Source: an optimization exercise on an open RTL-to-GDS flow (aim: small area, a short achievable clock period and few clock cycles per item). Production flows keep margins and buffers that such runs may drop.

## before
==> flow/design.v <==
module gs_addr_calc (
    input  wire        f0,       
    input  wire        f1,       
    input  wire        f2,       
    input  wire [14:0] pg,
    input  wire [6:0]  x,
    input  wire [6:0]  y,
    output wire [28:0] addr
);
    wire       c  = x[2] ^ y[1] ^ y[2];
    wire [28:0] a32 = {3'b000, pg, x[5], y[4], x[4], y[3], x[3], y[2], y[1], x[2], x[1], y[0], x[0]};
    wire [28:0] a8  = {1'b0, pg, x[6], y[5], x[5], y[4], x[4], y[3], y[2], c, x[1], y[0], x[0], x[3], y[1]};
    wire [28:0] a4  = {pg, y[6], x[6], y[5], x[5], y[4], y[3], y[2], c, x[1], y[0], x[0], x[4], x[3], y[1]};
    assign addr = ({29{f0}} & a32) | ({29{f1}} & a8) | ({29{f2}} & a4);
endmodule
module gs_swizzle_agu (
    input  wire        clk,
    input  wire        rst,
    input  wire        cmd_valid,
    output wire        cmd_ready,
    input  wire [1:0]  cmd_fmt,
    input  wire [13:0] cmd_dbp,
    input  wire [5:0]  cmd_dbw,
    input  wire [10:0] cmd_x0,
    input  wire [10:0] cmd_y0,
    input  wire [11:0] cmd_w,
    input  wire [11:0] cmd_h,
    output reg         out_valid,
    input  wire        out_ready,
    output wire [28:0] out_addr,
    output wire        out_last
);
    reg        rdy;       
    reg        setup;     
    reg        f0, f1, f2;  
    reg [5:0]  pw;        
    reg [11:0] w;
    reg [6:0]  x0l;       
    reg [6:0]  xl;        
    reg [6:0]  yl;        
    reg [11:0] cnt;       
    reg        re;        
    reg [11:0] rcnt;      
    reg        lr;        
    reg [14:0] pg;        
    reg [14:0] rb;        
    reg        xc;        
    reg        yc;        
    reg        sy;        
    reg        sx;        
    assign cmd_ready = rdy;
    assign out_last  = re & lr;
    gs_addr_calc u_calc (
        .f0   (f0),
        .f1   (f1),
        .f2   (f2),
        .pg   (pg),
        .x    (xl),
        .y    (yl),
        .addr (out_addr)
    );
    wire accept  = rdy & cmd_valid;
    wire advance = out_valid & out_ready;
    wire xc_x0  = f0 ? (&x0l[5:0]) : (&x0l);
    wire xc_inc = ~xl[0] & (&xl[5:1]) & (f0 | xl[6]);
    wire yc_inc = ~yl[0] & (&yl[4:1]) & (f0 | (yl[5] & (f1 | yl[6])));
    wire yc_cmd = (cmd_fmt == 2'd0) ? (&cmd_y0[4:0]) : (cmd_fmt == 2'd1) ? (&cmd_y0[5:0]) : (&cmd_y0[6:0]);
    wire        yw     = yc & out_valid;
    wire [11:0] b      = ({12{sx}} & {7'd0, pg[10:6]}) | ({12{sy}} & cnt) | ({12{yw}} & {6'd0, pw});
    wire [14:0] rb_sum = rb + b;
    wire [5:0] cmd_pw = (cmd_fmt == 2'd0) ? cmd_dbw : {1'b0, cmd_dbw[5:1]};
    wire       ne     = (cmd_w != 12'd0) && (cmd_h != 12'd0);
    always @(posedge clk) begin
        if (rst) begin
            rdy       <= 1'b1;
            setup     <= 1'b0;
            out_valid <= 1'b0;
            sx        <= 1'b0;
            sy        <= 1'b0;
        end else if (accept) begin
            rdy   <= !ne;
            setup <= ne;
            sy    <= ne & ((cmd_fmt == 2'd0) ? cmd_y0[5] : (cmd_fmt == 2'd1) ? cmd_y0[6] : cmd_y0[7]);
        end else if (setup) begin
            sx <= (xl[2:0] == 3'd6);
            case (xl[2:0])
                3'd1:    sy <= pg[1];
                3'd2:    sy <= pg[2];
                3'd3:    sy <= pg[3];
                3'd4:    sy <= pg[4];
                3'd5:    sy <= pg[5];
                default: sy <= 1'b0;
            endcase
            if (sx) begin
                setup     <= 1'b0;
                out_valid <= 1'b1;
            end
        end else if (advance && re && lr) begin
            out_valid <= 1'b0;
            rdy       <= 1'b1;
        end
    end
    always @(posedge clk) begin
        if (accept) begin
            f0    <= (cmd_fmt == 2'd0);
            f1    <= (cmd_fmt == 2'd1);
            f2    <= cmd_fmt[1];
            pw    <= cmd_pw;
            w     <= cmd_w;
            rcnt  <= cmd_h;
            lr    <= (cmd_h == 12'd1);
            x0l   <= cmd_x0[6:0];
            yl    <= cmd_y0[6:0];
            yc    <= yc_cmd;
            xl    <= (cmd_fmt == 2'd0) ? 7'd121 : (cmd_fmt == 2'd1) ? 7'd122 : 7'd123;
            rb    <= {1'b0, cmd_dbp};
            cnt   <= {6'd0, cmd_pw};
            pg    <= {4'd0, (cmd_fmt == 2'd0) ? cmd_x0[10:6] : {1'b0, cmd_x0[10:7]}, cmd_y0[10:5]};
        end else if (setup) begin
            rb <= rb_sum;
            if (sx) begin
                pg  <= rb_sum;
                xl  <= x0l;
                xc  <= xc_x0;
                cnt <= w;
                re  <= (w == 12'd1);
            end else begin
                xl  <= xl + 7'd1;
                cnt <= {cnt[10:0], 1'b0};
            end
        end else if (advance) begin
            if (re) begin
                rb   <= rb_sum;
                pg   <= rb_sum;
                xl   <= x0l;
                xc   <= xc_x0;
                yl   <= yl + 7'd1;
                yc   <= yc_inc;
                cnt  <= w;
                re   <= (w == 12'd1);
                rcnt <= rcnt - 12'd1;
                lr   <= (rcnt == 12'd2);
            end else begin
                xl  <= xl + 7'd1;
                xc  <= xc_inc;
                pg  <= pg + {14'd0, xc};
                cnt <= cnt - 12'd1;
                re  <= (cnt == 12'd2);
            end
        end
    end
endmodule
export LEC_CHECK = 0
export CAP_MARGIN = 20
export CORE_MARGIN = 2
export CORE_UTILIZATION = 40
export SETUP_SLACK_MARGIN = 2.5
export SLEW_MARGIN = 20
create_clock -name core_clock -period 6.0 [get_ports {clk}]
run.sh (not shown) runs the stock make flow with config.mk's settings and CLKGATE_MAP_FILE= SYNTH_SCRIPT=/design/flow/synth_recipe.tcl, a recipe that flattens the netlist after the stock synthesis.
before finished end to end and its layout was clean on timing, DRC and antenna.
Relative to before, the following input files were edited for after:
--- a/flow/design.v
+++ b/flow/design.v
@@ -1,14 +1,14 @@
 module gs_addr_calc (
     input  wire        f0,       
     input  wire        f1,       
-    input  wire        f2,       
     input  wire [14:0] pg,
     input  wire [6:0]  x,
     input  wire [6:0]  y,
     output wire [28:0] addr
 );
+    wire       f2 = ~(f0 | f1);
     wire       c  = x[2] ^ y[1] ^ y[2];
     wire [28:0] a32 = {3'b000, pg, x[5], y[4], x[4], y[3], x[3], y[2], y[1], x[2], x[1], y[0], x[0]};
     wire [28:0] a8  = {1'b0, pg, x[6], y[5], x[5], y[4], x[4], y[3], y[2], c, x[1], y[0], x[0], x[3], y[1]};
     wire [28:0] a4  = {pg, y[6], x[6], y[5], x[5], y[4], y[3], y[2], c, x[1], y[0], x[0], x[4], x[3], y[1]};
     assign addr = ({29{f0}} & a32) | ({29{f1}} & a8) | ({29{f2}} & a4);
@@ -30,11 +30,11 @@
     output wire [28:0] out_addr,
     output wire        out_last
 );
     reg        rdy;       
     reg        setup;     
-    reg        f0, f1, f2;  
+    reg        f0, f1;    
     reg [5:0]  pw;        
     reg [11:0] w;
     reg [6:0]  x0l;       
     reg [6:0]  xl;        
     reg [6:0]  yl;        
@@ -44,56 +44,44 @@
     reg        lr;        
     reg [14:0] pg;        
     reg [14:0] rb;        
     reg        xc;        
     reg        yc;        
-    reg        sy;        
-    reg        sx;        
+    reg        ybit;      
+    reg        xstep;     
     assign cmd_ready = rdy;
     assign out_last  = re & lr;
     gs_addr_calc u_calc (
         .f0   (f0),
         .f1   (f1),
-        .f2   (f2),
         .pg   (pg),
         .x    (xl),
         .y    (yl),
         .addr (out_addr)
     );
     wire accept  = rdy & cmd_valid;
     wire advance = out_valid & out_ready;
+    wire f2      = ~(f0 | f1);
     wire xc_x0  = f0 ? (&x0l[5:0]) : (&x0l);
     wire xc_inc = ~xl[0] & (&xl[5:1]) & (f0 | xl[6]);
     wire yc_inc = ~yl[0] & (&yl[4:1]) & (f0 | (yl[5] & (f1 | yl[6])));
     wire yc_cmd = (cmd_fmt == 2'd0) ? (&cmd_y0[4:0]) : (cmd_fmt == 2'd1) ? (&cmd_y0[5:0]) : (&cmd_y0[6:0]);
-    wire        yw     = yc & out_valid;
-    wire [11:0] b      = ({12{sx}} & {7'd0, pg[10:6]}) | ({12{sy}} & cnt) | ({12{yw}} & {6'd0, pw});
-    wire [14:0] rb_sum = rb + b;
+    wire [4:0]  xpg    = f0 ? pg[10:6] : {1'b0, pg[10:7]};
+    wire [11:0] b_set  = xstep ? {7'd0, xpg} : (ybit ? cnt : 12'd0);
+    wire [11:0] b_walk = yc ? {6'd0, pw} : 12'd0;
+    wire [14:0] rb_sum = rb + (setup ? b_set : b_walk);
     wire [5:0] cmd_pw = (cmd_fmt == 2'd0) ? cmd_dbw : {1'b0, cmd_dbw[5:1]};
-    wire       ne     = (cmd_w != 12'd0) && (cmd_h != 12'd0);
     always @(posedge clk) begin
         if (rst) begin
             rdy       <= 1'b1;
             setup     <= 1'b0;
             out_valid <= 1'b0;
-            sx        <= 1'b0;
-            sy        <= 1'b0;
         end else if (accept) begin
-            rdy   <= !ne;
-            setup <= ne;
-            sy    <= ne & ((cmd_fmt == 2'd0) ? cmd_y0[5] : (cmd_fmt == 2'd1) ? cmd_y0[6] : cmd_y0[7]);
+            rdy   <= !((cmd_w != 12'd0) && (cmd_h != 12'd0));
+            setup <= (cmd_w != 12'd0) && (cmd_h != 12'd0);
         end else if (setup) begin
-            sx <= (xl[2:0] == 3'd6);
-            case (xl[2:0])
-                3'd1:    sy <= pg[1];
-                3'd2:    sy <= pg[2];
-                3'd3:    sy <= pg[3];
-                3'd4:    sy <= pg[4];
-                3'd5:    sy <= pg[5];
-                default: sy <= 1'b0;
-            endcase
-            if (sx) begin
+            if (xstep) begin
                 setup     <= 1'b0;
                 out_valid <= 1'b1;
             end
         end else if (advance && re && lr) begin
             out_valid <= 1'b0;
@@ -102,25 +90,34 @@
     end
     always @(posedge clk) begin
         if (accept) begin
             f0    <= (cmd_fmt == 2'd0);
             f1    <= (cmd_fmt == 2'd1);
-            f2    <= cmd_fmt[1];
             pw    <= cmd_pw;
             w     <= cmd_w;
             rcnt  <= cmd_h;
             lr    <= (cmd_h == 12'd1);
             x0l   <= cmd_x0[6:0];
             yl    <= cmd_y0[6:0];
             yc    <= yc_cmd;
             xl    <= (cmd_fmt == 2'd0) ? 7'd121 : (cmd_fmt == 2'd1) ? 7'd122 : 7'd123;
+            ybit  <= (cmd_fmt == 2'd0) ? cmd_y0[5] : (cmd_fmt == 2'd1) ? cmd_y0[6] : cmd_y0[7];
+            xstep <= 1'b0;
             rb    <= {1'b0, cmd_dbp};
             cnt   <= {6'd0, cmd_pw};
-            pg    <= {4'd0, (cmd_fmt == 2'd0) ? cmd_x0[10:6] : {1'b0, cmd_x0[10:7]}, cmd_y0[10:5]};
+            pg    <= {4'd0, cmd_x0[10:6], cmd_y0[10:5]};
         end else if (setup) begin
-            rb <= rb_sum;
-            if (sx) begin
+            rb    <= rb_sum;
+            xstep <= (xl[2:0] == 3'd6);
+            case (xl[2:0])
+                3'd1:    ybit <= pg[1];
+                3'd2:    ybit <= pg[2];
+                3'd3:    ybit <= pg[3];
+                3'd4:    ybit <= pg[4];
+                default: ybit <= pg[5];
+            endcase
+            if (xstep) begin
                 pg  <= rb_sum;
                 xl  <= x0l;
                 xc  <= xc_x0;
                 cnt <= w;
                 re  <= (w == 12'd1);
### Flow results
- Changes observed in after relative to before: number of nets at the end of the flow increased about 3.5%; routed wire length per instance decreased 0.78 um; total via count after detailed routing increased 0.83%.
- Die: after bigger than before
- Summary: with before as the reference, CTS sink count in after moved down slightly.
- after vs before — number of flip-flops and latches dropped slightly
Function was not checked in any run of this note: the RTL went through the layout flow alone.

[what the ideal ports hide]
Ports are ideal in the flow. The routed layouts listed here were re-timed in OpenROAD.
Step 1 sets driving cells, clkbuf_16 on the clock port and buf_2 on the other inputs (assumed; they add their load-dependent delay and slew).
Step 2, shift: input delay + t, output delay - t, t = (earliest + latest rising clock arrival at the registers) / 2. This alone moves slack from input paths to output paths.
a / b / c = ideal / step 1 / step 2; a / b = the first two.
run	t, ns	setup slack, ns	worst setup path after step 2	clock arrival spread, ns	cell pins on the clock port's net
before	0.394	2.639 / 2.600 / 2.428	input to register	0.007 / 0.007	1
after	0.401	2.589 / 2.548 / 2.415	input to register	0.008 / 0.007	1
After both steps every run listed still meets setup and hold. For before, which loses most, drivers alone change the setup slack by -0.039 ns; drivers and shift together by -0.211 ns.
